Context: an optimization exercise on an open-source flow, tuned for small area, a short achievable clock period and few clock cycles. The choices shown serve that exercise and are no tape-out recipe. Function was not checked in any run shown here: the RTL went through the layout flow alone.

[design/flow/config.mk]
export PLATFORM = sky130hd
export DESIGN_NAME = jfp_csum
export DESIGN_NICKNAME = jfp_csum
export VERILOG_FILES = /design/flow/design.v
export SDC_FILE = /design/flow/constraint.sdc
export NUM_CORES = 4
export LEC_CHECK = 0
export ABC_CLOCK_PERIOD_IN_PS = 6000
export CAP_MARGIN = 20
export CORE_MARGIN = 2
export CORE_UTILIZATION = 35
export PLACE_DENSITY = 0.5
export SETUP_SLACK_MARGIN = 1.0
export SLEW_MARGIN = 20
[design/flow/constraint.sdc]
create_clock -name core_clock -period 10.0 [get_ports {clk}]
set_input_delay 2.0000 -clock core_clock [delete_from_list [all_inputs] [get_ports {clk}]]
set_output_delay 2.0000 -clock core_clock [all_outputs]
set_load 0.01 [all_outputs]
[design/flow/design.v]
module jfp_csum (
    input             clk,
    input             rst,
    input             bus_valid,
    input             bus_we,
    input      [7:0]  bus_addr,
    input      [3:0]  bus_be,
    input      [31:0] bus_wdata,
    output            bus_ready,
    output reg [31:0] bus_rdata
);
    localparam [2:0] EC_OK    = 3'd0;    
    localparam [2:0] EC_ILL   = 3'd1;    
    localparam [2:0] EC_BND   = 3'd2;    
    localparam [2:0] EC_SHORT = 3'd3;    
    localparam [2:0] EC_ULEN  = 3'd4;    
    localparam [2:0] EC_LMIS  = 3'd5;    
    localparam [2:0] EC_ADDR  = 3'd6;    
    reg [7:0]   fm [0:63];
    reg [31:0]  cmd_r;
    reg [2:0]   err;
    reg         udpv, csv, match;
    reg [15:0]  view_base, view_len;
    reg [6:0]   pl_base;             
    reg [6:0]   udp_len;             
    reg [1:0]   src_tag, dst_tag;
    reg [127:0] src_val, dst_val;
    reg [15:0]  udp_sport, udp_dport, udp_csum;
    reg [21:0]  csum_acc;            
    reg [15:0]  csum_val, csum_stored;
    wire [15:0] pl_len = (udp_len == 7'd0) ? 16'd0 : {9'd0, udp_len - 7'd8};
    reg         busy;
    reg         is_parse, is_icmp, is_update;
    reg         first;       
    reg [21:0]  corr;        
    reg [5:0]   elast;       
    reg         out_bounds;  
    reg [1:0]   blk;         
    reg         blk_ovf;     
    reg [21:0]  acc;
    reg [31:0]  h0, h1, h2;  
    reg [19:0]  ph;          
    reg [1:0]   ph_st;       
    assign bus_ready = !busy;
    wire acc_en = bus_valid && !busy;
    wire reg_wr = acc_en && bus_we && !bus_addr[7];
    wire mem_wr = acc_en && bus_we && (bus_addr[7:4] == 4'b1000);
    wire [7:0]  c_op  = bus_wdata[7:0];
    wire [7:0]  c_rsv = bus_wdata[15:8];
    wire [15:0] c_imm = bus_wdata[31:16];
    reg c_legal;
    always @(*) begin
        case (c_op)
            8'h00, 8'h01, 8'h10, 8'h40, 8'h50, 8'h51, 8'h52, 8'h53:
                c_legal = (c_rsv == 8'h00) && (c_imm == 16'h0000);
            8'h11:
                c_legal = (c_rsv == 8'h00);
            default:
                c_legal = 1'b0;
        endcase
    end
    wire cmd_wr   = reg_wr && (bus_addr == 8'h00);
    wire cmd_ok   = cmd_wr && c_legal;
    wire c_soft   = cmd_ok && (c_op == 8'h01);
    wire c_desc   = cmd_ok && (c_op == 8'h10);
    wire c_trunc  = cmd_ok && (c_op == 8'h11);
    wire c_parse  = cmd_ok && (c_op == 8'h40);
    wire c_csum   = cmd_ok && (c_op[7:2] == 6'b010100);
    wire        addrs_ok   = (src_tag == 2'd1) && (dst_tag == 2'd1);
    wire [5:0]  b6         = view_base[5:0];
    wire [6:0]  n7         = view_len[6:0];      
    wire        short_p    = view_len < 16'd8;
    wire        short_i    = view_len < 16'd4;
    wire        icmp_c     = busy ? is_icmp : c_op[1];
    wire p_err    = out_bounds || short_p;
    wire cs_err   = out_bounds || (c_op[1] ? (short_i || !addrs_ok) : short_p);
    wire p_start  = c_parse && !p_err;
    wire cs_start = c_csum && !cs_err;
    wire [5:0]  fu = b6 + 6'd6;     
    wire [5:0]  fi = b6 + 6'd2;     
    wire [31:0] port_word = {fm[{bus_addr[3:0], 2'd0}], fm[{bus_addr[3:0], 2'd1}],
                             fm[{bus_addr[3:0], 2'd2}], fm[{bus_addr[3:0], 2'd3}]};
    wire        ph_busy  = (ph_st != 2'd0);
    wire        cs_busy  = busy && !is_parse;
    wire        first_c  = !busy || first;
    wire        blk_done = blk_ovf && !first;
    wire        do_blk   = !ph_busy && (!busy || !blk_done);
    wire [1:0]  bsel     = first_c ? b6[5:4] : blk;
    wire [1:0]  k_first  = b6[5:4];
    wire [1:0]  k_last   = elast[5:4];
    wire [3:0]  bstart   = (bsel == k_first) ? b6[3:0] : 4'd0;
    wire [3:0]  bend     = (bsel == k_last) ? elast[3:0] : 4'd15;
    wire [15:0] th_lo    = 16'hFFFF << bstart;           
    wire [15:0] th_hi    = 16'hFFFF >> (4'd15 - bend);   
    wire [15:0] bmask    = ph_busy ? 16'hFFFF : do_blk ? (th_lo & th_hi) : 16'h0;
    wire [127:0] fm_blk;
    genvar g;
    generate for (g = 0; g < 16; g = g + 1) begin : g_blk
        assign fm_blk[127 - 8 * g -: 8] = fm[{bsel, g[3:0]}];
    end endgenerate
    wire [127:0] blk_data = !ph_busy ? fm_blk : (ph_st == 2'd1) ? src_val : dst_val;
    wire [3:0]  w0 = b6[5:2];
    wire [3:0]  w1 = w0 + 4'd1;
    wire [3:0]  w2 = w0 + 4'd2;
    wire        on0 = !ph_busy && (bsel == w0[3:2]);
    wire        on1 = !ph_busy && (bsel == w1[3:2]);
    wire        on2 = !ph_busy && (bsel == w2[3:2]);
    wire [31:0] c0 = fm_blk[127 - 32 * w0[1:0] -: 32];
    wire [31:0] c1 = fm_blk[127 - 32 * w1[1:0] -: 32];
    wire [31:0] c2 = fm_blk[127 - 32 * w2[1:0] -: 32];
    wire [31:0] e0 = on0 ? c0 : h0;
    wire [31:0] e1 = on1 ? c1 : h1;
    wire [31:0] e2 = on2 ? c2 : h2;
    wire [95:0] win12 = {e0, e1, e2};
    wire [1:0]  ob    = b6[1:0];
    wire [63:0] hdr   = win12[95 - 8 * ob -: 64];
    wire [15:0] h_len = hdr[31:16];
    wire [15:0] lenf  = hdr[31:16];
    wire [15:0] fld   = is_icmp ? hdr[47:32] : hdr[15:0];
    wire [15:0] fld_c  = icmp_c ? hdr[47:32] : hdr[15:0];
    wire [21:0] corr_c = {2'd0, ph} + {15'd0, n7} + (icmp_c ? 22'd59 : 22'd18) +
                         {6'h3F, ~fld_c};
    wire [1:0]  k_fl   = icmp_c ? (b6[5:4] + {1'b0, (b6[3:0] > 4'd12)}) :
                                  (b6[5:4] + {1'b0, (b6[3:0] > 4'd8)});
    wire [1:0]  k_hl  = b6[5:4] + {1'b0, (b6[3:0] > 4'd8)};
    wire        swap = b6[0] && !ph_busy;
    wire [15:0] wd [0:7];
    generate for (g = 0; g < 8; g = g + 1) begin : g_wd
        wire [7:0] be_ = blk_data[127 - 16 * g -: 8] & {8{bmask[2 * g]}};
        wire [7:0] bo_ = blk_data[119 - 16 * g -: 8] & {8{bmask[2 * g + 1]}};
        assign wd[g] = swap ? {bo_, be_} : {be_, bo_};
    end endgenerate
    wire [21:0] base = ph_busy ? ((ph_st == 2'd1) ? 22'd0 : {2'd0, ph}) :
                       first_c ? 22'd0 : acc;
    function [43:0] csa;
        input [21:0] x, y, z;
        csa = {(((x & y) | (x & z) | (y & z)) << 1), (x ^ y ^ z)};
    endfunction
    wire [43:0] l1a = csa({6'd0, wd[0]}, {6'd0, wd[1]}, {6'd0, wd[2]});
    wire [43:0] l1b = csa({6'd0, wd[3]}, {6'd0, wd[4]}, {6'd0, wd[5]});
    wire [43:0] l1c = csa({6'd0, wd[6]}, {6'd0, wd[7]}, base);
    wire [43:0] l2a = csa(l1a[21:0], l1a[43:22], l1b[21:0]);
    wire [43:0] l2b = csa(l1b[43:22], l1c[21:0], l1c[43:22]);
    wire [43:0] l3a = csa(l2a[21:0], l2a[43:22], l2b[21:0]);
    wire [43:0] l4a = csa(l3a[21:0], l3a[43:22], l2b[43:22]);
    wire [21:0] bsum = l4a[21:0] + l4a[43:22];
    wire [21:0] raw   = acc + corr;
    wire [16:0] fold0 = {1'b0, raw[15:0]} + {11'd0, raw[21:16]};
    wire [15:0] fold1 = raw[15:0] + {10'd0, raw[21:16]} + 16'd1;
    wire [15:0] fold2 = fold0[16] ? fold1 : fold0[15:0];
    wire [15:0] val   = ~fold2;
    wire p_hdr     = do_blk && (bsel == k_hl);
    wire parse_fin = busy && is_parse && p_hdr;
    wire p_now     = p_start && p_hdr;              
    wire csum_fin  = cs_busy && blk_done;
    wire len_bad   = !is_icmp && (lenf != view_len);
    wire csum_ok   = !len_bad && addrs_ok;
    wire p_ok      = !(h_len < 16'd8 || h_len > view_len);
    wire p_commit  = (parse_fin || p_now) && p_ok;
    wire r0 = rst || c_soft;                  
    wire src_tw = reg_wr && (bus_addr == 8'h25);
    wire dst_tw = reg_wr && (bus_addr == 8'h26);
    wire tclr   = (bus_wdata[1:0] != 2'd1);
    wire [1:0]  tagv = (bus_wdata[1:0] == 2'd3) ? 2'd0 : bus_wdata[1:0];
    wire src_clr = r0 || (src_tw && tclr);
    wire dst_clr = r0 || (dst_tw && tclr);
    wire any_clr = r0 || ((src_tw || dst_tw) && tclr);
    wire [31:0] wd_z = any_clr ? 32'h0 : bus_wdata;
    wire val_wr = reg_wr && (bus_addr[7:3] == 5'b01000);
    wire        vb_we = r0 || (reg_wr && bus_addr == 8'h02) || c_desc;
    wire [15:0] vb_d  = r0 ? 16'h0 : c_desc ? {9'd0, pl_base} : bus_wdata[15:0];
    wire        vl_we = r0 || (reg_wr && bus_addr == 8'h03) || c_desc ||
                        (c_trunc && c_imm < view_len) || p_commit;
    wire [15:0] vl_d  = r0 ? 16'h0 : c_desc ? pl_len : c_trunc ? c_imm :
                        p_commit ? h_len : bus_wdata[15:0];
    wire [15:0] nvb   = vb_we ? vb_d : view_base;
    wire [15:0] nvl   = vl_we ? vl_d : view_len;
    wire [16:0] nend  = {1'b0, nvb} + {1'b0, nvl};
    always @(posedge clk) begin
        if (rst || cmd_wr)
            cmd_r <= rst ? 32'h0 : bus_wdata;
        if (src_clr || (val_wr && !bus_addr[2] && bus_addr[1:0] == 2'd0)) src_val[127:96] <= wd_z;
        if (src_clr || (val_wr && !bus_addr[2] && bus_addr[1:0] == 2'd1)) src_val[95:64]  <= wd_z;
        if (src_clr || (val_wr && !bus_addr[2] && bus_addr[1:0] == 2'd2)) src_val[63:32]  <= wd_z;
        if (src_clr || (val_wr && !bus_addr[2] && bus_addr[1:0] == 2'd3)) src_val[31:0]   <= wd_z;
        if (dst_clr || (val_wr &&  bus_addr[2] && bus_addr[1:0] == 2'd0)) dst_val[127:96] <= wd_z;
        if (dst_clr || (val_wr &&  bus_addr[2] && bus_addr[1:0] == 2'd1)) dst_val[95:64]  <= wd_z;
        if (dst_clr || (val_wr &&  bus_addr[2] && bus_addr[1:0] == 2'd2)) dst_val[63:32]  <= wd_z;
        if (dst_clr || (val_wr &&  bus_addr[2] && bus_addr[1:0] == 2'd3)) dst_val[31:0]   <= wd_z;
        if (r0 || src_tw) src_tag <= r0 ? 2'd0 : tagv;
        if (r0 || dst_tw) dst_tag <= r0 ? 2'd0 : tagv;
        if (vb_we) view_base <= vb_d;
        if (vl_we) view_len  <= vl_d;
        elast      <= nend[5:0] - 6'd1;
        out_bounds <= nend > 17'd64;
        if (r0 || p_commit) begin
            pl_base   <= r0 ? 7'h0 : b6 + 7'd8;
            udp_len   <= r0 ? 7'h0 : h_len[6:0];
            udp_sport <= r0 ? 16'h0 : hdr[63:48];
            udp_dport <= r0 ? 16'h0 : hdr[47:32];
            udp_csum  <= r0 ? 16'h0 : hdr[15:0];
        end
        if (r0 || (csum_fin && csum_ok)) begin
            csum_acc    <= r0 ? 22'h0 : raw;
            csum_val    <= r0 ? 16'h0 : val;
            csum_stored <= r0 ? 16'h0 : is_update ? val : fld;
        end
        if (rst) begin
            err   <= EC_OK;
            udpv  <= 1'b0;
            csv   <= 1'b0;
            match <= 1'b0;
        end else if (cmd_wr) begin
            if (!c_legal)
                err <= EC_ILL;
            else if (c_parse || c_csum)
                err <= out_bounds ? EC_BND :
                       (c_parse ? short_p : c_op[1] ? short_i : short_p) ? EC_SHORT :
                       (c_csum && c_op[1] && !addrs_ok) ? EC_ADDR : EC_OK;
            else
                err <= EC_OK;
            if (p_now) begin
                err  <= p_ok ? EC_OK : EC_ULEN;
                udpv <= p_ok;
            end
            if (c_soft || (c_parse && p_err))
                udpv <= 1'b0;
            if (c_soft || (c_csum && cs_err)) begin
                csv   <= 1'b0;
                match <= 1'b0;
            end
        end else if (parse_fin) begin
            err  <= p_ok ? EC_OK : EC_ULEN;
            udpv <= p_ok;
        end else if (csum_fin) begin
            err   <= len_bad ? EC_LMIS : !addrs_ok ? EC_ADDR : EC_OK;
            csv   <= csum_ok;
            match <= csum_ok && (is_update || val == fld);
        end
    end
    always @(posedge clk) begin
        if (rst)
            busy <= 1'b0;
        else if (!busy)
            busy <= (p_start && !p_now) || cs_start;
        else if (parse_fin || csum_fin)
            busy <= 1'b0;
        if (rst || c_soft) begin
            ph_st <= 2'd0;
            ph    <= 20'd0;
        end else if (val_wr || ((src_tw || dst_tw) && tclr)) begin
            ph_st <= 2'd1;
        end else if (ph_busy) begin
            ph_st <= (ph_st == 2'd1) ? 2'd2 : 2'd0;
            ph    <= bsum[19:0];
        end
        if (!busy) begin
            is_parse  <= !c_op[4];
            is_icmp   <= c_op[1];
            is_update <= c_op[0];
            first     <= ph_busy;
            blk       <= ph_busy ? k_first : k_first + 2'd1;
            blk_ovf   <= !ph_busy && (k_first == k_last);
        end else if (do_blk) begin
            first   <= 1'b0;
            blk     <= bsel + 2'd1;
            blk_ovf <= (bsel == k_last);
        end
        if (on0) h0 <= c0;
        if (on1) h1 <= c1;
        if (on2) h2 <= c2;
        if (do_blk)
            acc <= bsum;
        if (do_blk && bsel == k_fl)
            corr <= corr_c;
    end
    wire [5:0]  st0   = is_icmp ? fi : fu;
    wire        st_en = csum_fin && is_update && csum_ok;
    wire [63:0] st_dec = st_en ? (64'd1 << st0) : 64'd0;
    wire [63:0] st_we  = st_dec | {st_dec[62:0], 1'b0};
    reg  [7:0]  lane_d [0:3];
    integer l;
    always @(*) begin
        for (l = 0; l < 4; l = l + 1) begin
            if (!busy)
                lane_d[l] = bus_wdata[8 * (3 - l) +: 8];
            else if (st0[1:0] == l[1:0])
                lane_d[l] = val[15:8];
            else
                lane_d[l] = val[7:0];
        end
    end
    integer i;
    always @(posedge clk) begin
        for (i = 0; i < 64; i = i + 1) begin
            if ((mem_wr && (bus_addr[3:0] == i[5:2]) && bus_be[3 - i[1:0]]) || st_we[i])
                fm[i] <= lane_d[i % 4];
        end
    end
    reg [7:0] err8;
    always @(*) begin
        case (err)
            EC_OK:    err8 = 8'h00;
            EC_ILL:   err8 = 8'h01;
            EC_BND:   err8 = 8'h02;
            EC_SHORT: err8 = 8'h03;
            EC_ULEN:  err8 = 8'h30;
            EC_LMIS:  err8 = 8'h31;
            default:  err8 = 8'h40;
        endcase
    end
    always @(*) begin
        bus_rdata = 32'h0;
        if (bus_addr[7:4] == 4'b1000) begin
            bus_rdata = port_word;
        end else begin
            case (bus_addr)
            8'h00: bus_rdata = cmd_r;
            8'h01: bus_rdata = {19'h0, match, csv, udpv, 2'b00, err8};
            8'h02: bus_rdata = {16'h0, view_base};
            8'h03: bus_rdata = {16'h0, view_len};
            8'h04: bus_rdata = {25'h0, pl_base};
            8'h05: bus_rdata = {16'h0, pl_len};
            8'h25: bus_rdata = {30'h0, src_tag};
            8'h26: bus_rdata = {30'h0, dst_tag};
            8'h30: bus_rdata = {16'h0, udp_sport};
            8'h31: bus_rdata = {16'h0, udp_dport};
            8'h32: bus_rdata = {25'h0, udp_len};
            8'h33: bus_rdata = {16'h0, udp_csum};
            8'h38: bus_rdata = {10'h0, csum_acc};
            8'h39: bus_rdata = {16'h0, csum_val};
            8'h3A: bus_rdata = {16'h0, csum_stored};
            8'h40: bus_rdata = src_val[127:96];
            8'h41: bus_rdata = src_val[95:64];
            8'h42: bus_rdata = src_val[63:32];
            8'h43: bus_rdata = src_val[31:0];
            8'h44: bus_rdata = dst_val[127:96];
            8'h45: bus_rdata = dst_val[95:64];
            8'h46: bus_rdata = dst_val[63:32];
            8'h47: bus_rdata = dst_val[31:0];
            default: bus_rdata = 32'h0;
            endcase
        end
    end
endmodule
[design/flow/run.sh]
#!/bin/bash
# synth_recipe.tcl (not shown) runs the flow's synth.tcl, then flattens the netlist and writes it again
# the make line also repeats each setting of config.mk as NAME=value (left out here)
make -C /OpenROAD-flow-scripts/flow DESIGN_CONFIG=/design/flow/config.mk WORK_HOME=/design/flow/orfs CLKGATE_MAP_FILE= SYNTH_SCRIPT=/design/flow/synth_recipe.tcl finish
==> impl_metrics.env, run 1 <==
export IMPL_cp_cell_sequence="clkdlybuf4s50_1 > nor2b_1 > nand2_1 > nor2_2 > a22oi_1 > nand4_1 > a21oi_1 > nand2_1 > clkdlybuf4s50_1"
export IMPL_cts_made_buffers=136
export IMPL_worst_slew_pin_slew_ps=1270
export IMPL_ant_nets=0
export IMPL_syn_area_per_cell_um2=10.5
export IMPL_slowest_delay_ps=910
export IMPL_portBuffers=80
export IMPL_dr_first_iter_drc_count=11413
export IMPL_cp_slowest_cell="clkdlybuf4s50_1"
export IMPL_synthMuxAreaShare_pct=8.87
export IMPL_synth_cells=6509
export IMPL_area_growth_pct=18.2
export IMPL_cts_tree="yes"
export IMPL_cts_max_level=4
export IMPL_chipWidth_um=447
export IMPL_antenna_found_initial=34
export IMPL_fin_ws_ps=1060
export IMPL_ys_types=114
export IMPL_synth_edf_count=970
export IMPL_drc=0
export IMPL_hp_class="flop to flop"
export IMPL_grt_pass1_wl_mm=551
export IMPL_synth_top_family_by_area="compound AO/OA/AOI/OAI gates"
export IMPL_setup_worst_path_end="bus_rdata[15]"
export IMPL_cts_buffer_depth=3
export IMPL_num_nets_final=7183
export IMPL_synth_compound_area_share_pct=19.6
export IMPL_async_reset_ff_share_pct=0
export IMPL_slew_headroom_pct=15.4
export IMPL_core_area_um2=195000
export IMPL_layout_common_cells="edfxtp_1 (970), nand2_1 (623), nor2_1 (595)"
export IMPL_synthAdderAreaFrac_pct=6.59
export IMPL_grt_usage_pct=41.1
export IMPL_reg2reg_from="first$_SDFFCE_PP0P_"
export IMPL_met1_usage_pct=53.7
export IMPL_synthXorXnorAreaFrac_pct=1.38
export IMPL_whs_ps=479
export IMPL_fmax_mhz=112
export IMPL_first_global_vias=59828
export IMPL_top_usage_layer="met2"
export IMPL_first_pass_iters=7
export IMPL_n_fill_cell=18892
export IMPL_ys_seq_elements=1135
export IMPL_status="finished clean"
export IMPL_tns_ps=0
export IMPL_cts_num_sinks=1135
export IMPL_slew_violations=0
export IMPL_grt_max_degree=157
export IMPL_worstPathArrival_ps=6940
export IMPL_wl_per_cell_um=44.2
export IMPL_clkTransAtPathRegs_ps=60
export IMPL_cp_required_ps=8000
export IMPL_dieArea_um2=200000
export IMPL_wirelength_mm=424
export IMPL_clk_latency_ps=840
export IMPL_utilization_pct=41.6
export IMPL_period_share_pct=89.4
export IMPL_rsz0062_at_grt="false"
export IMPL_cp_max_fo=15
export IMPL_finalCriticalPeriod_ps=8940
export IMPL_layout_commonest_cell="edfxtp_1"
export IMPL_setup_worst_path_start_class="input port"
export IMPL_rows=162
export IMPL_grt_overflow=0
export IMPL_hold_viol_final=0
export IMPL_synth_simple_area_share_pct=12.1
export IMPL_grtUsageMet2_pct=56.5
export IMPL_via_per_inst=6.74
export IMPL_ys_seq_area_share_pct=47.3
export IMPL_start_util_pct=35.2
export IMPL_yosys_warnings=5
export IMPL_grt_met3_usage_pct=13.2
export IMPL_hpwl_mm=320
export IMPL_gp_congestion=1.12
export IMPL_finalClockSkew_ps=47.4
export IMPL_synth_ff_type="edfxtp_1"
export IMPL_synth_area_um2=68600
export IMPL_vias=64756
export IMPL_placed_cell_area_um2=75300
export IMPL_cp_startpoint="bus_addr[3]"
export IMPL_place_ws_ps=201
export IMPL_fin_area_um2=81100
export IMPL_timing_rr_end="out_bounds$_DFF_P_"
export IMPL_root_buffer="clkbuf_16"
export IMPL_ctsHoldBuffers=0
export IMPL_drive_gt1_share_pct=16.3
export IMPL_pin_count=81
export IMPL_synth_nets=6842
export IMPL_regToRegSetupSlack_ps=1150
export IMPL_dieHeight_um=447
export IMPL_setup_viol=0
export IMPL_maxCapViolCount=0
export IMPL_end_kind="output port"
export IMPL_path_class="input port to output port"
export IMPL_reg2reg_depth=37
logic make-up (layout without fill, tap and decap cells):
family          Yosys count  after routing
mux                     520            520
fa+ha+maj               285            285
flops                  1135           1135
xor+xnor                106            106
other cells               0             23
buf+inv                 670           1116
simple gates           1852           1853
compound gates         1941           1942
per-stage QoR:
step,instances
after floorplan,6509
after global placement,9286
after detailed placement,9287
after CTS,9537
after global routing,9585
final,9604
worst min-delay path by stage:
stage	slack [ps]	to	depth (start not counted)	start
final	480	ph[1]$_SDFFE_PP0P_	2	ph[1]$_SDFFE_PP0P_
after global routing	490	ph[1]$_SDFFE_PP0P_	2	ph[1]$_SDFFE_PP0P_
after CTS	470	ph[1]$_SDFFE_PP0P_	2	ph[1]$_SDFFE_PP0P_
after detailed placement	470	ph[1]$_SDFFE_PP0P_	2	ph[1]$_SDFFE_PP0P_
after global placement	450	h2[1]$_DFF_P_	2	h2[1]$_DFF_P_
after floorplan	430	h2[7]$_DFF_P_	2	h2[7]$_DFF_P_
critical path: cells and delay by family:
| family | cells | cell delay, ps |
|---|---|---|
| AOI/OAI and AO/OA | 2 | 1240 |
| buffers and inverters | 2 | 1410 |
| and+or+nand+nor | 5 | 2270 |
cell usage after synthesis (all sizes together) (44+ instances only):
master  number  share of area, %
mux2i      404               6.0
edfxtp     970                42
nor2       631               3.5
and2        73              0.67
nor3       121              0.89
nand3      103              0.75
a22o       150               1.9
nand2      629               3.4
o21ai      263               2.0
o211ai      49              0.54
nand2b      66              0.61
mux4        61               2.0
a31oi       69              0.64
mux2        55              0.91
dfxtp      165               4.8
nor2b       44              0.40
a221oi     170               2.2
clkbuf     292               1.6
ha         158               2.9
buf        142               1.3
a211oi      54              0.60
a22oi      252               2.8
fa         127               3.7
xnor2       81               1.0
a21oi      459               3.4
o22ai      160               1.5
inv        233               1.3
nand4       78              0.73
metal layers:
metal	wire length, um	share of wire (%)
met2	168000	40
met4	37800	8.9
met1	162000	38
met5	239	0.056
met3	56400	13
sequential cells by signal, indices dropped and copies added, names as in the netlist, 20 cells and up:
register  cells
src_val     128
dst_val     128
cmd_r        32
h0           32
acc          22
ph           20
fm          512
h1           32
csum_acc     22
h2           32
corr         22
layout make-up:
class	count	area, um2	share of cell area (%)
flip-flops and latches	1135	32400	40.0
repair buffers	635	5440	6.72
diodes	23	57.6	0.0710
well taps	2624	3280	4.05
inverters	236	888	1.10
clock inverters	74	896	1.11
clock buffers	171	3680	4.54
multi-input cells	4706	34400	42.4
repair_timing:
item,CTS,global route
cloned,0,9
endpoints found under the setup margin,14,19
setup buffers,5,34
gates resized for setup,35,130
pin swaps,0,7
==> run 2: changes to the inputs <==
--- a/design/flow/design.v
+++ b/design/flow/design.v
@@ -16,6 +16,50 @@
     localparam [2:0] EC_ULEN  = 3'd4;    
     localparam [2:0] EC_LMIS  = 3'd5;    
     localparam [2:0] EC_ADDR  = 3'd6;    
+    function [22:0] ks22;
+        input [21:0] a, b;
+        input        cin;
+        reg   [21:0] g, p, p0;
+        integer      i, d;
+        begin
+            g = a & b;
+            p = a ^ b;
+            p0 = p;
+            for (d = 1; d < 22; d = d * 2)
+                for (i = 21; i >= d; i = i - 1) begin
+                    g[i] = g[i] | (p[i] & g[i - d]);
+                    p[i] = p[i] & p[i - d];
+                end
+            ks22[0] = p0[0] ^ cin;
+            for (i = 1; i < 22; i = i + 1)
+                ks22[i] = p0[i] ^ (g[i - 1] | (p[i - 1] & cin));
+            ks22[22] = g[21] | (p[21] & cin);
+        end
+    endfunction
+    function [15:0] eac16;
+        input [15:0] a, b;
+        reg   [15:0] g, p, p0;
+        reg          co;
+        integer      i, d;
+        begin
+            g = a & b;
+            p = a ^ b;
+            p0 = p;
+            for (d = 1; d < 16; d = d * 2)
+                for (i = 15; i >= d; i = i - 1) begin
+                    g[i] = g[i] | (p[i] & g[i - d]);
+                    p[i] = p[i] & p[i - d];
+                end
+            co = g[15];
+            eac16[0] = p0[0] ^ co;
+            for (i = 1; i < 16; i = i + 1)
+                eac16[i] = p0[i] ^ (g[i - 1] | (p[i - 1] & co));
+        end
+    endfunction
+    function [43:0] csa;
+        input [21:0] x, y, z;
+        csa = {(((x & y) | (x & z) | (y & z)) << 1), (x ^ y ^ z)};
+    endfunction
     reg [7:0]   fm [0:63];
     reg [31:0]  cmd_r;
     reg [2:0]   err;
@@ -33,12 +77,13 @@
     reg         is_parse, is_icmp, is_update;
     reg         first;       
     reg [21:0]  corr;        
-    reg [5:0]   elast;       
-    reg         out_bounds;  
     reg [1:0]   blk;         
     reg         blk_ovf;     
     reg [21:0]  acc;
-    reg [31:0]  h0, h1, h2;  
+    reg [31:0]  h0, h1;      
+    reg [15:0]  fld_r;       
+    reg         lenok_r;     
+    reg [1:0]   bsel;        
     reg [19:0]  ph;          
     reg [1:0]   ph_st;       
     assign bus_ready = !busy;
@@ -68,6 +113,9 @@
     wire c_csum   = cmd_ok && (c_op[7:2] == 6'b010100);
     wire        addrs_ok   = (src_tag == 2'd1) && (dst_tag == 2'd1);
     wire [5:0]  b6         = view_base[5:0];
+    wire [7:0]  vend       = {1'b0, view_base[6:0]} + {1'b0, view_len[6:0]};
+    wire        out_bounds = (|view_base[15:7]) || (|view_len[15:7]) || (vend > 8'd64);
+    wire [5:0]  elast      = vend[5:0] - 6'd1;    
     wire [6:0]  n7         = view_len[6:0];      
     wire        short_p    = view_len < 16'd8;
     wire        short_i    = view_len < 16'd4;
@@ -85,7 +133,6 @@
     wire        first_c  = !busy || first;
     wire        blk_done = blk_ovf && !first;
     wire        do_blk   = !ph_busy && (!busy || !blk_done);
-    wire [1:0]  bsel     = first_c ? b6[5:4] : blk;
     wire [1:0]  k_first  = b6[5:4];
     wire [1:0]  k_last   = elast[5:4];
     wire [3:0]  bstart   = (bsel == k_first) ? b6[3:0] : 4'd0;
@@ -104,22 +151,23 @@
     wire [3:0]  w2 = w0 + 4'd2;
     wire        on0 = !ph_busy && (bsel == w0[3:2]);
     wire        on1 = !ph_busy && (bsel == w1[3:2]);
-    wire        on2 = !ph_busy && (bsel == w2[3:2]);
     wire [31:0] c0 = fm_blk[127 - 32 * w0[1:0] -: 32];
     wire [31:0] c1 = fm_blk[127 - 32 * w1[1:0] -: 32];
     wire [31:0] c2 = fm_blk[127 - 32 * w2[1:0] -: 32];
     wire [31:0] e0 = on0 ? c0 : h0;
     wire [31:0] e1 = on1 ? c1 : h1;
-    wire [31:0] e2 = on2 ? c2 : h2;
+    wire [31:0] e2 = c2;
     wire [95:0] win12 = {e0, e1, e2};
     wire [1:0]  ob    = b6[1:0];
     wire [63:0] hdr   = win12[95 - 8 * ob -: 64];
     wire [15:0] h_len = hdr[31:16];
     wire [15:0] lenf  = hdr[31:16];
-    wire [15:0] fld   = is_icmp ? hdr[47:32] : hdr[15:0];
+    wire [15:0] fld   = fld_r;
     wire [15:0] fld_c  = icmp_c ? hdr[47:32] : hdr[15:0];
-    wire [21:0] corr_c = {2'd0, ph} + {15'd0, n7} + (icmp_c ? 22'd59 : 22'd18) +
-                         {6'h3F, ~fld_c};
+    wire [43:0] cc1    = csa({2'd0, ph}, {15'd0, n7}, icmp_c ? 22'd59 : 22'd18);
+    wire [43:0] cc2    = csa(cc1[21:0], cc1[43:22], {6'h3F, ~fld_c});
+    wire [22:0] cc3    = ks22(cc2[21:0], cc2[43:22], 1'b0);
+    wire [21:0] corr_c = cc3[21:0];
     wire [1:0]  k_fl   = icmp_c ? (b6[5:4] + {1'b0, (b6[3:0] > 4'd12)}) :
                                   (b6[5:4] + {1'b0, (b6[3:0] > 4'd8)});
     wire [1:0]  k_hl  = b6[5:4] + {1'b0, (b6[3:0] > 4'd8)};
@@ -132,10 +180,6 @@
     end endgenerate
     wire [21:0] base = ph_busy ? ((ph_st == 2'd1) ? 22'd0 : {2'd0, ph}) :
                        first_c ? 22'd0 : acc;
-    function [43:0] csa;
-        input [21:0] x, y, z;
-        csa = {(((x & y) | (x & z) | (y & z)) << 1), (x ^ y ^ z)};
-    endfunction
     wire [43:0] l1a = csa({6'd0, wd[0]}, {6'd0, wd[1]}, {6'd0, wd[2]});
     wire [43:0] l1b = csa({6'd0, wd[3]}, {6'd0, wd[4]}, {6'd0, wd[5]});
     wire [43:0] l1c = csa({6'd0, wd[6]}, {6'd0, wd[7]}, base);
@@ -143,17 +187,17 @@
     wire [43:0] l2b = csa(l1b[43:22], l1c[21:0], l1c[43:22]);
     wire [43:0] l3a = csa(l2a[21:0], l2a[43:22], l2b[21:0]);
     wire [43:0] l4a = csa(l3a[21:0], l3a[43:22], l2b[43:22]);
-    wire [21:0] bsum = l4a[21:0] + l4a[43:22];
-    wire [21:0] raw   = acc + corr;
-    wire [16:0] fold0 = {1'b0, raw[15:0]} + {11'd0, raw[21:16]};
-    wire [15:0] fold1 = raw[15:0] + {10'd0, raw[21:16]} + 16'd1;
-    wire [15:0] fold2 = fold0[16] ? fold1 : fold0[15:0];
+    wire [22:0] bs_  = ks22(l4a[21:0], l4a[43:22], 1'b0);
+    wire [21:0] bsum = bs_[21:0];
+    wire [22:0] raw_  = ks22(acc, corr, 1'b0);
+    wire [21:0] raw   = raw_[21:0];
+    wire [15:0] fold2 = eac16(raw[15:0], {10'd0, raw[21:16]});
     wire [15:0] val   = ~fold2;
     wire p_hdr     = do_blk && (bsel == k_hl);
     wire parse_fin = busy && is_parse && p_hdr;
     wire p_now     = p_start && p_hdr;              
     wire csum_fin  = cs_busy && blk_done;
-    wire len_bad   = !is_icmp && (lenf != view_len);
+    wire len_bad   = !is_icmp && !lenok_r;
     wire csum_ok   = !len_bad && addrs_ok;
     wire p_ok      = !(h_len < 16'd8 || h_len > view_len);
     wire p_commit  = (parse_fin || p_now) && p_ok;
@@ -175,7 +219,6 @@
                         p_commit ? h_len : bus_wdata[15:0];
     wire [15:0] nvb   = vb_we ? vb_d : view_base;
     wire [15:0] nvl   = vl_we ? vl_d : view_len;
-    wire [16:0] nend  = {1'b0, nvb} + {1'b0, nvl};
     always @(posedge clk) begin
         if (rst || cmd_wr)
             cmd_r <= rst ? 32'h0 : bus_wdata;
@@ -191,8 +234,6 @@
         if (r0 || dst_tw) dst_tag <= r0 ? 2'd0 : tagv;
         if (vb_we) view_base <= vb_d;
         if (vl_we) view_len  <= vl_d;
-        elast      <= nend[5:0] - 6'd1;
-        out_bounds <= nend > 17'd64;
         if (r0 || p_commit) begin
             pl_base   <= r0 ? 7'h0 : b6 + 7'd8;
             udp_len   <= r0 ? 7'h0 : h_len[6:0];
@@ -238,6 +279,12 @@
             match <= csum_ok && (is_update || val == fld);
         end
     end
+    wire       busy_n  = !rst && (!busy ? ((p_start && !p_now) || cs_start)
+                                        : !(parse_fin || csum_fin));
+    wire       first_n = !busy ? ph_busy : (first && !do_blk);
+    wire [1:0] blk_n   = !busy ? (ph_busy ? k_first : k_first + 2'd1) :
+                         do_blk ? bsel + 2'd1 : blk;
+    wire [1:0] bsel_n  = (!busy_n || first_n) ? nvb[5:4] : blk_n;
     always @(posedge clk) begin
         if (rst)
             busy <= 1'b0;
@@ -268,11 +315,14 @@
         end
         if (on0) h0 <= c0;
         if (on1) h1 <= c1;
-        if (on2) h2 <= c2;
         if (do_blk)
             acc <= bsum;
-        if (do_blk && bsel == k_fl)
-            corr <= corr_c;
+        if (do_blk && bsel == k_fl) begin
+            corr    <= corr_c;
+            fld_r   <= fld_c;
+            lenok_r <= (lenf == view_len);
+        end
+        bsel <= bsel_n;
     end
     wire [5:0]  st0   = is_icmp ? fi : fu;
     wire        st_en = csum_fin && is_update && csum_ok;
==> design/flow/config.mk (replaced) <==
export PLATFORM = sky130hd
export DESIGN_NAME = jfp_csum
export DESIGN_NICKNAME = jfp_csum
export VERILOG_FILES = /design/flow/design.v
export SDC_FILE = /design/flow/constraint.sdc
export NUM_CORES = 4
export LEC_CHECK = 0
export CAP_MARGIN = 20
export CORE_MARGIN = 2
export CORE_UTILIZATION = 35
export PLACE_DENSITY = 0.5
export SETUP_SLACK_MARGIN = 3.0
export SLEW_MARGIN = 20
==> run 2 against run 1 <==
Area after synthesis decreased by 5.5%. Sequential cell count down 20. Register-to-register slack gained 510 ps. Non-clock buffer count is 90 higher. Critical path type is now flop to flop.
==> impl_metrics.env, run 2 <==
export IMPL_finalClockSkew_ps=43.7
export IMPL_status="finished clean"
export IMPL_hpwl_mm=308
export IMPL_regToRegSetupSlack_ps=1660
export IMPL_synth_ff_type="edfxtp_1"
export IMPL_rsz0062_at_grt="true"
export IMPL_synth_compound_area_share_pct=22.7
export IMPL_async_reset_ff_share_pct=0
export IMPL_core_area_um2=183000
export IMPL_tns_ps=0
export IMPL_period_share_pct=83.4
export IMPL_root_buffer="clkbuf_16"
export IMPL_whs_ps=452
export IMPL_grt_overflow=0
export IMPL_slew_headroom_pct=8.55
export IMPL_synth_top_family_by_area="compound AO/OA/AOI/OAI gates"
export IMPL_clk_latency_ps=860
export IMPL_utilization_pct=43.4
export IMPL_drive_gt1_share_pct=20.3
export IMPL_grt_max_degree=146
export IMPL_synthTopCellsByCount="edfxtp_1 (1015), nor2_1 (595), a21oi_1 (443), nand2_1 (424), a22oi_1 (410)"
export IMPL_critical_path_most_common_cell="fa_1"
export IMPL_hp_class="flop to flop"
export IMPL_finalCriticalPeriod_ps=8340
export IMPL_end_kind="flop"
export IMPL_first_global_vias=57344
export IMPL_synthXorXnorAreaFrac_pct=1.48
export IMPL_start_util_pct=35.3
export IMPL_synth_nets=6462
export IMPL_fin_ws_ps=1660
export IMPL_place_ws_ps=710
export IMPL_synthMuxAreaShare_pct=2.99
export IMPL_cp_max_fo=6
export IMPL_worstHoldStart="h0[31]$_DFF_P_"
export IMPL_antenna_found_initial=33
export IMPL_dr_first_iter_drc_count=11740
export IMPL_cp_slowest_cell="fa_1"
export IMPL_portBuffers=80
export IMPL_cts_tree="yes"
export IMPL_synth_most_common_cell="edfxtp_1"
export IMPL_synth_simple_area_share_pct=11.9
export IMPL_cts_buffer_depth=3
export IMPL_ys_seq_area_share_pct=50.1
export IMPL_vias=62419
export IMPL_ys_types=95
export IMPL_area_growth_pct=22.8
export IMPL_rows=157
export IMPL_num_nets_final=6896
export IMPL_synth_area_um2=64800
export IMPL_hold_viol_final=0
export IMPL_yosys_area_top_type_share_pct=47.0
export IMPL_clkTransAtPathRegs_ps=60
export IMPL_synth_top_area_cell="edfxtp_1"
export IMPL_path_class="flop to flop"
export IMPL_reg2reg_from="view_len[0]$_SDFFCE_PP0P_"
export IMPL_slowest_delay_ps=560
export IMPL_grt_pass1_wl_mm=535
export IMPL_setup_viol=0
export IMPL_chipWidth_um=434
export IMPL_synthAdderAreaFrac_pct=6.60
export IMPL_setup_worst_path_start_class="flop"
export IMPL_yosys_warnings=5
export IMPL_wirelength_mm=410
export IMPL_reg_top3="fm x512, dst_val x128, src_val x128"
export IMPL_synth_edf_count=1015
export IMPL_dieArea_um2=189000
export IMPL_largest_register="fm"
export IMPL_worst_slew_pin_slew_ps=1370
export IMPL_reg2reg_depth=36
export IMPL_layout_commonest_cell="edfxtp_1"
export IMPL_slew_violations=0
export IMPL_maxCapViolCount=0
export IMPL_grt_usage_pct=42.5
export IMPL_fmax_mhz=120
export IMPL_syn_area_per_cell_um2=10.5
export IMPL_worstPathArrival_ps=9070
export IMPL_cts_max_level=4
export IMPL_drc=0
export IMPL_ant_nets=0
export IMPL_setup_worst_path_end="ph[19]$_SDFFE_PP0P_"
export IMPL_cts_num_sinks=1115
export IMPL_synth_cells=6148
export IMPL_via_per_inst=6.79
export IMPL_synth_area_top_cells="edfxtp_1 (47%), a22oi_1 (4.7%), fa_1 (3.9%), nor2_1 (3.4%), a21oi_1 (3.4%)"
export IMPL_cp_required_ps=10740
export IMPL_timing_rr_end="ph[19]$_SDFFE_PP0P_"
export IMPL_cp_startpoint="view_len[0]$_SDFFCE_PP0P_"
export IMPL_largest_reg_flops=512
export IMPL_dieHeight_um=434
export IMPL_layout_common_cells="edfxtp_1 (1015), buf_4 (566), nor2_1 (555)"
export IMPL_ys_seq_elements=1115
export IMPL_pin_count=81
export IMPL_gp_congestion=1.10
export IMPL_wl_per_cell_um=44.7
export IMPL_cts_made_buffers=136
export IMPL_first_pass_iters=9
==> run 2: critical path: cells and delay by family (launching register included) <==
kind,cells,cell delay (ps)
buffers and inverters,6,680
and+or+nand+nor,5,1060
adders and majority gates,7,2890
AOI/OAI and AO/OA,14,2530
DFF,1,410
xor gates and xnor gates,4,660
==> run 2: repair_timing <==
action                     CTS  global route
setup endpoints to repair  618           427
cloned                       7             2
buffers inserted           187            29
hold buffers                 0             0
pin swaps                  166            66
gates resized for setup    460            77
==> run 2: through the flow <==
| step | instance area (um2) | cells |
|---|---|---|
| 2_1_floorplan | 65100 | 6148 |
| 3_3_place_gp | 71100 | 8676 |
| 3_5_place_dp | 71200 | 8679 |
| 4_1_cts | 78900 | 9123 |
| 5_1_grt | 79500 | 9158 |
| 6_report | 79600 | 9187 |
==> run 2: cells by family (layout without fill, tap and decap cells) <==
group                    count (synthesis)  in the layout
AO/OA/AOI/OAI                         2114           2115
XOR/XNOR                               109            109
adder cells (fa/ha/maj)                266            266
buffers and inverters                  692           1230
flip-flops                            1115           1115
multiplexers                           177            177
other                                    0             29
AND/OR/NAND/NOR                       1675           1682
==> run 2: how the worst min path moves through the flow <==
stage	slack, ps	cells past startpoint	end
floorplan	430	2	h0[31]$_DFF_P_
CTS	460	2	h0[31]$_DFF_P_
global route	490	2	h0[31]$_DFF_P_
finish	450	2	h0[31]$_DFF_P_
detailed placement	460	2	h0[31]$_DFF_P_
global placement	460	2	h0[31]$_DFF_P_
==> run 2: area by class of cell <==
class,instances,area [um2]
antenna,29,72.6
clock buffer,173,3710
clock inverter,77,711
fill,17604,104000
inverter,255,968
multi-input combinational,4349,32300
sequential,1115,32500
tap,2464,3080
timing repair buffer,725,6270
==> run 2: routing by layer <==
metal / vias up / global-route usage (%) / wire, um
met5: - / 0 / 339
met4: 34 / 25.5 / 30700
met3: 1013 / 14.7 / 54900
met2: 5115 / 59.1 / 164000
met1: 31606 / 56.8 / 160000
li1: 24651 / - / -
==> run 3: changes to the inputs <==
--- a/design/flow/design.v
+++ b/design/flow/design.v
@@ -80,6 +80,7 @@
     reg [1:0]   blk;         
     reg         blk_ovf;     
     reg [21:0]  acc;
+    reg [5:0]   elast;       
     reg [31:0]  h0, h1;      
     reg [15:0]  fld_r;       
     reg         lenok_r;     
@@ -115,7 +116,6 @@
     wire [5:0]  b6         = view_base[5:0];
     wire [7:0]  vend       = {1'b0, view_base[6:0]} + {1'b0, view_len[6:0]};
     wire        out_bounds = (|view_base[15:7]) || (|view_len[15:7]) || (vend > 8'd64);
-    wire [5:0]  elast      = vend[5:0] - 6'd1;    
     wire [6:0]  n7         = view_len[6:0];      
     wire        short_p    = view_len < 16'd8;
     wire        short_i    = view_len < 16'd4;
@@ -213,12 +213,16 @@
     wire val_wr = reg_wr && (bus_addr[7:3] == 5'b01000);
     wire        vb_we = r0 || (reg_wr && bus_addr == 8'h02) || c_desc;
     wire [15:0] vb_d  = r0 ? 16'h0 : c_desc ? {9'd0, pl_base} : bus_wdata[15:0];
-    wire        vl_we = r0 || (reg_wr && bus_addr == 8'h03) || c_desc ||
-                        (c_trunc && c_imm < view_len) || p_commit;
+    wire        vl_we_np = r0 || (reg_wr && bus_addr == 8'h03) || c_desc ||
+                           (c_trunc && c_imm < view_len);
+    wire        vl_we = vl_we_np || p_commit;
     wire [15:0] vl_d  = r0 ? 16'h0 : c_desc ? pl_len : c_trunc ? c_imm :
                         p_commit ? h_len : bus_wdata[15:0];
     wire [15:0] nvb   = vb_we ? vb_d : view_base;
-    wire [15:0] nvl   = vl_we ? vl_d : view_len;
+    wire [15:0] nvl_np = !vl_we_np ? view_len : r0 ? 16'h0 : c_desc ? pl_len :
+                         c_trunc ? c_imm : bus_wdata[15:0];
+    wire [5:0]  elast_np = nvb[5:0] + nvl_np[5:0] - 6'd1;
+    wire [5:0]  elast_pc = b6 + h_len[5:0] - 6'd1;
     always @(posedge clk) begin
         if (rst || cmd_wr)
             cmd_r <= rst ? 32'h0 : bus_wdata;
@@ -234,6 +238,7 @@
         if (r0 || dst_tw) dst_tag <= r0 ? 2'd0 : tagv;
         if (vb_we) view_base <= vb_d;
         if (vl_we) view_len  <= vl_d;
+        elast <= p_commit ? elast_pc : elast_np;
         if (r0 || p_commit) begin
             pl_base   <= r0 ? 7'h0 : b6 + 7'd8;
             udp_len   <= r0 ? 7'h0 : h_len[6:0];
--- a/design/flow/config.mk
+++ b/design/flow/config.mk
@@ -9,5 +9,5 @@
 export CORE_MARGIN = 2
 export CORE_UTILIZATION = 35
 export PLACE_DENSITY = 0.5
-export SETUP_SLACK_MARGIN = 3.0
+export SETUP_SLACK_MARGIN = 4.0
 export SLEW_MARGIN = 20
==> run 3 against run 2 <==
Area after synthesis is 2.4% higher. Largest cell class is now multi-input gates. Hold slack better by 28 ps. Still clean on timing, DRC and antenna. Via count rose by 8.9%. Count of clock-buffer cells in the layout shrank 5.
==> impl_metrics.env, run 3 <==
export IMPL_pin_count=81
export IMPL_hpwl_mm=314
export IMPL_synth_cells=6426
export IMPL_vias=67959
export IMPL_clkTransAtPathRegs_ps=60
export IMPL_synthTopCellsByCount="edfxtp_1 (1011), nor2_1 (654), nand2_1 (513), a22oi_1 (461), a21oi_1 (455)"
export IMPL_dp_cells=8948
export IMPL_status="finished clean"
export IMPL_worst_slew_pin_slew_ps=1260
export IMPL_synth_nets=6759
export IMPL_n_fill_cell=17273
export IMPL_cp_startpoint="bsel[0]$_DFF_P_"
export IMPL_met1_usage_pct=57.7
export IMPL_grt_met3_usage_pct=16.6
export IMPL_maxCapViolCount=0
export IMPL_cp_required_ps=10570
export IMPL_cts_tree="yes"
export IMPL_setup_worst_path_start_class="flop"
export IMPL_placed_cell_area_um2=72700
export IMPL_fin_ws_ps=2390
export IMPL_first_global_vias=61253
export IMPL_hp_class="flop to flop"
export IMPL_yosys_warnings=5
export IMPL_synth_edf_count=1011
export IMPL_root_buffer="clkbuf_16"
export IMPL_dr_first_iter_drc_count=11852
export IMPL_syn_area_per_cell_um2=10.3
export IMPL_portBuffers=80
export IMPL_critical_path_most_common_cell="fa_1"
export IMPL_cts_max_level=4
export IMPL_core_area_um2=188000
export IMPL_grt_usage_pct=44.1
export IMPL_rsz0062_at_grt="true"
export IMPL_grt_max_degree=160
export IMPL_path_class="flop to flop"
export IMPL_drc=0
export IMPL_fmax_mhz=131
export IMPL_finalCriticalPeriod_ps=7610
export IMPL_setup_viol=0
export IMPL_cp_max_fo=20
export IMPL_yosys_area_top_type_share_pct=45.7
export IMPL_ys_seq_elements=1121
export IMPL_area_growth_pct=36.3
export IMPL_num_nets_final=7528
export IMPL_grt_overflow=0
export IMPL_chipWidth_um=440
export IMPL_slowest_delay_ps=770
export IMPL_dieHeight_um=440
export IMPL_cts_made_buffers=138
export IMPL_ys_types=105
export IMPL_drive_gt1_share_pct=32.3
export IMPL_wirelength_mm=450
export IMPL_dieArea_um2=193000
export IMPL_via_per_inst=6.91
export IMPL_hold_viol_final=0
export IMPL_worstPathArrival_ps=8190
export IMPL_antenna_found_initial=46
export IMPL_end_kind="flop"
export IMPL_place_ws_ps=1200
export IMPL_clk_latency_ps=850
export IMPL_ant_nets=0
export IMPL_wl_per_cell_um=45.8
export IMPL_layout_commonest_cell="edfxtp_1"
export IMPL_reg2reg_from="bsel[0]$_DFF_P_"
export IMPL_slew_violations=0
export IMPL_rows=159
export IMPL_stdcell_count=9837
export IMPL_async_reset_ff_share_pct=0
export IMPL_largest_register="fm"
export IMPL_synth_area_um2=66400
export IMPL_grt_pass1_wl_mm=570
export IMPL_largest_reg_flops=512
export IMPL_start_util_pct=35.3
export IMPL_worstHoldStart="ph[15]$_SDFFE_PP0P_"
export IMPL_grtUsageMet2_pct=58.4
export IMPL_cp_slowest_cell="a222oi_1"
export IMPL_synth_ff_type="edfxtp_1"
export IMPL_ys_seq_area_share_pct=49.0
export IMPL_slew_headroom_pct=15.2
export IMPL_reg_top3="fm x512, dst_val x128, src_val x128"
export IMPL_top_usage_layer="met2"
export IMPL_gp_congestion=1.09
export IMPL_cts_buffer_depth=3
export IMPL_tns_ps=0
export IMPL_period_share_pct=76.1
export IMPL_synth_top_area_cell="edfxtp_1"
export IMPL_first_pass_iters=9
export IMPL_finalClockSkew_ps=36.5
export IMPL_synth_most_common_cell="edfxtp_1"
export IMPL_cts_num_sinks=1121
export IMPL_fin_area_um2=90500
export IMPL_synth_area_top_cells="edfxtp_1 (46%), a22oi_1 (5.2%), fa_1 (3.9%), nor2_1 (3.7%), a21oi_1 (3.4%)"
export IMPL_layout_common_cells="edfxtp_1 (1011), buf_4 (609), nor2_1 (529)"
==> run 3: logic make-up (layout without fill, tap and decap cells) <==
family | after synthesis | count (layout) | share of synthesized area [%]
AOI/OAI and AO/OA | 2129 | 2132 | 22.0
DFF | 1121 | 1121 | 49.0
buffers and inverters | 729 | 1579 | 4.33
xor gates and xnor gates | 111 | 111 | 1.53
and+or+nand+nor | 1849 | 1869 | 12.8
other | 0 | 35 | 0
adders and majority gates | 285 | 285 | 6.83
muxes | 202 | 210 | 3.54
==> run 3: per-stage QoR <==
stage	hold slack (ps)	utilization, %
2_1_floorplan	434	-
3_3_place_gp	456	38.6
3_5_place_dp	461	38.6
4_1_cts	477	45.4
5_1_grt	497	48.1
6_report	481	48.1
==> run 3: worst paths after layout <==
path / to / slack (ps) / depth (start not counted)
setup / recovery: acc[21]$_DFFE_PP_ / 2390 / 30
hold / removal: ph[15]$_SDFFE_PP0P_ / 480 / 2
setup reg to reg: acc[21]$_DFFE_PP_ / 2390 / 30
hold reg to reg: ph[15]$_SDFFE_PP0P_ / 480 / 2
==> run 3: final cells by class <==
| type | count | area [um2] | area share, % |
|---|---|---|---|
| multi-input cells | 4607 | 37800 | 41.7 |
| flip-flops and latches | 1121 | 32600 | 36.0 |
| repair buffers | 1058 | 11300 | 12.5 |
| clock buffers | 168 | 3650 | 4.03 |
| well taps | 2495 | 3120 | 3.45 |
| inverters | 269 | 1060 | 1.17 |
| clock inverters | 84 | 895 | 0.988 |
| diodes | 35 | 87.6 | 0.0968 |
==> run 3: critical path: cells and delay by family (launching register included) <==
family / cells / cell delay [ps]
mux: 1 / 400
buf+inv: 7 / 660
compound gates: 10 / 2750
fa+ha+maj: 6 / 2390
xor+xnor: 1 / 150
flops: 1 / 420
simple gates: 5 / 550
==> run 3: repair_timing <==
| action | CTS | global route |
|---|---|---|
| hold buffers | 0 | 0 |
| endpoints found under the hold margin | 0 | 0 |
| gates resized for setup | 1217 | 706 |
| pin swaps | 285 | 334 |
| setup buffers | 347 | 184 |
| cloned | 43 | 27 |
| endpoints found under the setup margin | 1029 | 742 |
==> run 3: routing by layer <==
layer	share of wire [%]	up-vias
met1	38	34295
met2	38	5972
li1	-	26262
met4	9.4	26
met5	0.11	-
met3	15	1404
==> run 4: changes to the inputs <==
--- a/design/flow/design.v
+++ b/design/flow/design.v
@@ -76,16 +76,18 @@
     reg         busy;
     reg         is_parse, is_icmp, is_update;
     reg         first;       
-    reg [21:0]  corr;        
+    reg [21:0]  corr_s, corr_c;  
     reg [1:0]   blk;         
     reg         blk_ovf;     
-    reg [21:0]  acc;
+    reg [21:0]  acc_s, acc_c;    
+    reg [15:0]  rmask;           
     reg [5:0]   elast;       
     reg [31:0]  h0, h1;      
     reg [15:0]  fld_r;       
     reg         lenok_r;     
     reg [1:0]   bsel;        
     reg [19:0]  ph;          
+    reg [21:0]  ph_s, ph_c;  
     reg [1:0]   ph_st;       
     assign bus_ready = !busy;
     wire acc_en = bus_valid && !busy;
@@ -135,11 +137,7 @@
     wire        do_blk   = !ph_busy && (!busy || !blk_done);
     wire [1:0]  k_first  = b6[5:4];
     wire [1:0]  k_last   = elast[5:4];
-    wire [3:0]  bstart   = (bsel == k_first) ? b6[3:0] : 4'd0;
-    wire [3:0]  bend     = (bsel == k_last) ? elast[3:0] : 4'd15;
-    wire [15:0] th_lo    = 16'hFFFF << bstart;           
-    wire [15:0] th_hi    = 16'hFFFF >> (4'd15 - bend);   
-    wire [15:0] bmask    = ph_busy ? 16'hFFFF : do_blk ? (th_lo & th_hi) : 16'h0;
+    wire [15:0] bmask    = ph_busy ? 16'hFFFF : rmask;
     wire [127:0] fm_blk;
     genvar g;
     generate for (g = 0; g < 16; g = g + 1) begin : g_blk
@@ -166,8 +164,6 @@
     wire [15:0] fld_c  = icmp_c ? hdr[47:32] : hdr[15:0];
     wire [43:0] cc1    = csa({2'd0, ph}, {15'd0, n7}, icmp_c ? 22'd59 : 22'd18);
     wire [43:0] cc2    = csa(cc1[21:0], cc1[43:22], {6'h3F, ~fld_c});
-    wire [22:0] cc3    = ks22(cc2[21:0], cc2[43:22], 1'b0);
-    wire [21:0] corr_c = cc3[21:0];
     wire [1:0]  k_fl   = icmp_c ? (b6[5:4] + {1'b0, (b6[3:0] > 4'd12)}) :
                                   (b6[5:4] + {1'b0, (b6[3:0] > 4'd8)});
     wire [1:0]  k_hl  = b6[5:4] + {1'b0, (b6[3:0] > 4'd8)};
@@ -178,18 +174,22 @@
         wire [7:0] bo_ = blk_data[119 - 16 * g -: 8] & {8{bmask[2 * g + 1]}};
         assign wd[g] = swap ? {bo_, be_} : {be_, bo_};
     end endgenerate
-    wire [21:0] base = ph_busy ? ((ph_st == 2'd1) ? 22'd0 : {2'd0, ph}) :
-                       first_c ? 22'd0 : acc;
+    wire [21:0] base_s = ph_busy ? ((ph_st == 2'd1) ? 22'd0 : ph_s) :
+                         first_c ? 22'd0 : acc_s;
+    wire [21:0] base_c = ph_busy ? ((ph_st == 2'd1) ? 22'd0 : ph_c) :
+                         first_c ? 22'd0 : acc_c;
     wire [43:0] l1a = csa({6'd0, wd[0]}, {6'd0, wd[1]}, {6'd0, wd[2]});
     wire [43:0] l1b = csa({6'd0, wd[3]}, {6'd0, wd[4]}, {6'd0, wd[5]});
-    wire [43:0] l1c = csa({6'd0, wd[6]}, {6'd0, wd[7]}, base);
+    wire [43:0] l1c = csa({6'd0, wd[6]}, {6'd0, wd[7]}, base_s);
     wire [43:0] l2a = csa(l1a[21:0], l1a[43:22], l1b[21:0]);
     wire [43:0] l2b = csa(l1b[43:22], l1c[21:0], l1c[43:22]);
     wire [43:0] l3a = csa(l2a[21:0], l2a[43:22], l2b[21:0]);
     wire [43:0] l4a = csa(l3a[21:0], l3a[43:22], l2b[43:22]);
-    wire [22:0] bs_  = ks22(l4a[21:0], l4a[43:22], 1'b0);
-    wire [21:0] bsum = bs_[21:0];
-    wire [22:0] raw_  = ks22(acc, corr, 1'b0);
+    wire [43:0] l5a = csa(l4a[21:0], l4a[43:22], base_c);
+    wire [22:0] ph_  = ks22(ph_s, ph_c, 1'b0);
+    wire [43:0] rw1   = csa(acc_s, acc_c, corr_s);
+    wire [43:0] rw2   = csa(rw1[21:0], rw1[43:22], corr_c);
+    wire [22:0] raw_  = ks22(rw2[21:0], rw2[43:22], 1'b0);
     wire [21:0] raw   = raw_[21:0];
     wire [15:0] fold2 = eac16(raw[15:0], {10'd0, raw[21:16]});
     wire [15:0] val   = ~fold2;
@@ -199,7 +199,7 @@
     wire csum_fin  = cs_busy && blk_done;
     wire len_bad   = !is_icmp && !lenok_r;
     wire csum_ok   = !len_bad && addrs_ok;
-    wire p_ok      = !(h_len < 16'd8 || h_len > view_len);
+    wire p_ok      = (h_len[15:7] == 9'd0) && (h_len[6:3] != 4'd0) && (h_len[6:0] <= n7);
     wire p_commit  = (parse_fin || p_now) && p_ok;
     wire r0 = rst || c_soft;                  
     wire src_tw = reg_wr && (bus_addr == 8'h25);
@@ -238,7 +238,7 @@
         if (r0 || dst_tw) dst_tag <= r0 ? 2'd0 : tagv;
         if (vb_we) view_base <= vb_d;
         if (vl_we) view_len  <= vl_d;
-        elast <= p_commit ? elast_pc : elast_np;
+        elast <= elast_n;
         if (r0 || p_commit) begin
             pl_base   <= r0 ? 7'h0 : b6 + 7'd8;
             udp_len   <= r0 ? 7'h0 : h_len[6:0];
@@ -290,6 +290,10 @@
     wire [1:0] blk_n   = !busy ? (ph_busy ? k_first : k_first + 2'd1) :
                          do_blk ? bsel + 2'd1 : blk;
     wire [1:0] bsel_n  = (!busy_n || first_n) ? nvb[5:4] : blk_n;
+    wire [5:0] elast_n = p_commit ? elast_pc : elast_np;
+    wire [3:0] bstart_n = (bsel_n == nvb[5:4]) ? nvb[3:0] : 4'd0;
+    wire [3:0] bend_n   = (bsel_n == elast_n[5:4]) ? elast_n[3:0] : 4'd15;
+    wire [15:0] rmask_n = (16'hFFFF << bstart_n) & (16'hFFFF >> (4'd15 - bend_n));
     always @(posedge clk) begin
         if (rst)
             busy <= 1'b0;
@@ -303,8 +307,11 @@
         end else if (val_wr || ((src_tw || dst_tw) && tclr)) begin
             ph_st <= 2'd1;
         end else if (ph_busy) begin
-            ph_st <= (ph_st == 2'd1) ? 2'd2 : 2'd0;
-            ph    <= bsum[19:0];
+            ph_st <= ph_st + 2'd1;
+            if (ph_st == 2'd3)
+                ph <= ph_[19:0];
+            ph_s  <= l5a[21:0];
+            ph_c  <= l5a[43:22];
         end
         if (!busy) begin
             is_parse  <= !c_op[4];
@@ -321,13 +328,18 @@
         if (on0) h0 <= c0;
         if (on1) h1 <= c1;
         if (do_blk)
-            acc <= bsum;
+        begin
+            acc_s <= l5a[21:0];
+            acc_c <= l5a[43:22];
+        end
         if (do_blk && bsel == k_fl) begin
-            corr    <= corr_c;
+            corr_s  <= cc2[21:0];
+            corr_c  <= cc2[43:22];
             fld_r   <= fld_c;
             lenok_r <= (lenf == view_len);
         end
-        bsel <= bsel_n;
+        bsel  <= bsel_n;
+        rmask <= rmask_n;
     end
     wire [5:0]  st0   = is_icmp ? fi : fu;
     wire        st_en = csum_fin && is_update && csum_ok;
--- a/design/flow/config.mk
+++ b/design/flow/config.mk
@@ -9,5 +9,5 @@
 export CORE_MARGIN = 2
 export CORE_UTILIZATION = 35
 export PLACE_DENSITY = 0.5
-export SETUP_SLACK_MARGIN = 4.0
+export SETUP_SLACK_MARGIN = 3.0
 export SLEW_MARGIN = 20
==> run 4 against run 3 <==
Cell count fell by 6.7%. Non-clock buffer count down 430. Count of clock-buffer cells in the layout is 24 higher. Register-to-register slack lost 230 ps. Wire length fell by 8.6%.
==> impl_metrics.env, run 4 <==
export IMPL_area_growth_pct=21.7
export IMPL_status="finished clean"
export IMPL_grt_overflow=0
export IMPL_worstPathArrival_ps=8620
export IMPL_yosys_warnings=5
export IMPL_utilization_pct=42.9
export IMPL_dieHeight_um=447
export IMPL_grt_pass1_wl_mm=535
export IMPL_n_fill_cell=18271
export IMPL_cp_slowest_cell="fa_1"
export IMPL_slew_violations=0
export IMPL_clk_latency_ps=870
export IMPL_slowest_delay_ps=520
export IMPL_synth_cells=6092
export IMPL_largest_reg_flops=512
export IMPL_place_ws_ps=1100
export IMPL_hp_class="flop to flop"
export IMPL_synthTopCellsByCount="edfxtp_1 (1089), nor2_1 (457), a22oi_1 (426), nand2_1 (411), clkbuf_1 (305)"
export IMPL_synth_nets=6453
export IMPL_hold_viol_final=0
export IMPL_core_area_um2=195000
export IMPL_grt_usage_pct=39.9
export IMPL_hpwl_mm=294
export IMPL_finalCriticalPeriod_ps=7840
export IMPL_setup_viol=0
export IMPL_rsz0062_at_grt="true"
export IMPL_gp_congestion=1.08
export IMPL_fmax_mhz=127
export IMPL_synth_most_common_cell="edfxtp_1"
export IMPL_cts_made_buffers=144
export IMPL_wl_per_cell_um=44.8
export IMPL_num_nets_final=6788
export IMPL_synth_area_top_cells="edfxtp_1 (48%), fa_1 (5.3%), a22oi_1 (4.7%), dfxtp_1 (3.6%), a22o_1 (2.7%)"
export IMPL_first_global_vias=58438
export IMPL_cp_depth=43
export IMPL_start_util_pct=35.2
export IMPL_end_kind="flop"
export IMPL_finalClockSkew_ps=46.6
export IMPL_drive_gt1_share_pct=19.8
export IMPL_clkTransAtPathRegs_ps=60
export IMPL_holdPathStages=2
export IMPL_ys_seq_area_share_pct=51.2
export IMPL_portBuffers=80
export IMPL_drc=0
export IMPL_cts_max_level=4
export IMPL_antenna_found_initial=32
export IMPL_grt_met3_usage_pct=15.1
export IMPL_wirelength_mm=411
export IMPL_reg_top3="fm x512, dst_val x128, src_val x128"
export IMPL_cts_buffer_depth=3
export IMPL_rows=162
export IMPL_worst_slew_pin_slew_ps=1280
export IMPL_cts_tree="yes"
export IMPL_layout_commonest_cell="edfxtp_1"
export IMPL_synth_ff_type="edfxtp_1"
export IMPL_root_buffer="clkbuf_16"
export IMPL_yosys_area_top_type_share_pct=47.7
export IMPL_reg2reg_depth=43
export IMPL_period_share_pct=78.4
export IMPL_layout_common_cells="edfxtp_1 (1089), a22oi_1 (420), nor2_1 (414)"
export IMPL_synth_edf_count=1089
export IMPL_dieArea_um2=200000
export IMPL_maxCapViolCount=0
export IMPL_met1_usage_pct=51.0
export IMPL_top_usage_layer="met2"
export IMPL_largest_register="fm"
export IMPL_vias=63538
export IMPL_chipWidth_um=447
export IMPL_ys_types=106
export IMPL_cts_num_sinks=1211
export IMPL_async_reset_ff_share_pct=0
export IMPL_cp_required_ps=10770
export IMPL_tns_ps=0
export IMPL_dr_first_iter_drc_count=11773
export IMPL_synth_area_um2=68600
export IMPL_grtUsageMet2_pct=55.2
export IMPL_fin_ws_ps=2160
export IMPL_slew_headroom_pct=12.1
export IMPL_ctsHoldBuffers=0
export IMPL_path_buf_inv=17
export IMPL_critical_path_most_common_cell="buf_4"
export IMPL_syn_area_per_cell_um2=11.3
export IMPL_pin_count=81
export IMPL_setup_worst_path_start_class="flop"
export IMPL_synth_top_area_cell="edfxtp_1"
export IMPL_via_per_inst=6.92
export IMPL_ant_nets=0
export IMPL_path_class="flop to flop"
export IMPL_first_pass_iters=9
export IMPL_ys_seq_elements=1211
export IMPL_grt_max_degree=91
export IMPL_cp_max_fo=3
export IMPL_cp_top_family="buffers and inverters"
[run 4: cell types whose count changed in the layout (fill, tap and decap cells not counted), moves of 63 or more]
cell      before   now
edfxtp_1    1011  1089
a21oi_1      323   239
buf_6        189    54
a221oi_1      60   185
buf_4        609   409
fa_1         113   178
a21oi_2      111    31
nor2_1       529   414
buf_12       116    53
a22o_1       134   211
[run 4: worst paths after layout]
path                           start  slack, ps            endpoint
setup / recovery  acc_s[3]$_DFFE_PP_       2160  match$_SDFFE_PP0P_
hold / removal    ph[1]$_SDFFE_PP0P_        460  ph[1]$_SDFFE_PP0P_
setup reg to reg  acc_s[3]$_DFFE_PP_       2160  match$_SDFFE_PP0P_
hold reg to reg   ph[1]$_SDFFE_PP0P_        460  ph[1]$_SDFFE_PP0P_
[run 4: what timing repair did]
action                                  in CTS  in global routing
pin swaps                                   98                 98
endpoints found under the setup margin     705                698
hold endpoints to repair                     0                  0
gates cloned                                14                  9
buffers inserted                           158                 74
gates resized for setup                    332                232
[run 4: cell families (layout without fill, tap and decap cells)]
| logic type | after synthesis | in the layout | share of synthesized area (%) |
|---|---|---|---|
| flip-flops | 1211 | 1211 | 51.2 |
| AND/OR/NAND/NOR | 1474 | 1477 | 10.1 |
| buffers and inverters | 735 | 1175 | 4.30 |
| adder cells (fa/ha/maj) | 313 | 313 | 7.69 |
| multiplexers | 249 | 249 | 4.11 |
| other | 0 | 13 | 0 |
| AO/OA/AOI/OAI | 2008 | 2013 | 21.2 |
| XOR/XNOR | 102 | 102 | 1.37 |
[run 4: worst register-to-register path, delay by kind of cell (launching register included)]
family,cells,cell delay (ps)
adders and majority gates,4,1710
and+or+nand+nor,7,1140
xor gates and xnor gates,3,550
AOI/OAI and AO/OA,12,1910
buffers and inverters,17,2100
DFF,1,410
[run 4: metrics by stage]
step           std cells  hold WS, ps  area, um2
6_report            9177          456      83500
5_1_grt             9165          477      83500
4_1_cts             9079          458      81700
3_5_place_dp        8648          449      74100
3_3_place_gp        8643          445      74000
2_1_floorplan       6092          430      68700
[run 4: layout make-up]
cell class	count	area, um2	area share, %
diodes	13	32.5	0.0390
clock buffers	192	3960	4.74
clock inverters	67	681	0.815
inverters	288	1090	1.31
multi-input cells	4154	33100	39.7
flip-flops and latches	1211	35200	42.1
well taps	2624	3280	3.93
repair buffers	628	6170	7.39
[run 4: per-layer routing]
metal	vias up	part of all wire, %
met5	-	0.15
met4	22	8.9
met3	1321	14
met2	5730	40
met1	31997	37
li1	24468	-

-- afterwards: timing with drivers on the ports --
In the flow no input, the clock included, has a driving cell. The finished layouts below were timed again as built, in two steps.
Step 1 sets driving cells, clkbuf_16 on the clock port and buf_2 on the other inputs (assumed; they add their load-dependent delay and slew).
Step 2, shift: input delay + t, output delay - t, t = (earliest + latest rising clock arrival at the registers) / 2. This alone moves slack from input paths to output paths.
Slacks: no drivers / after step 1 / after step 2; pairs: no drivers / after step 1.
run | t, ns | slack for setup (ns) | clock arrival spread, ns | worst slew at a driven data input, ns | cell pins on the clock port's net
run 1 | 0.918 | 1.059 / 1.002 / 0.949 | 0.048 / 0.048 | 0.07 | 1
run 2 | 0.921 | 1.663 / 1.663 / 1.661 | 0.052 / 0.052 | 0.05 | 1
run 3 | 0.920 | 2.388 / 2.388 / 2.181 | 0.043 / 0.042 | 0.25 | 1
run 4 | 0.940 | 2.155 / 2.155 / 2.155 | 0.048 / 0.047 | 0.08 | 1
After both steps every run listed still meets setup and hold. The setup slack of run 3, which loses most, moves by 0.000 ns with the drivers and by -0.207 ns with both steps.
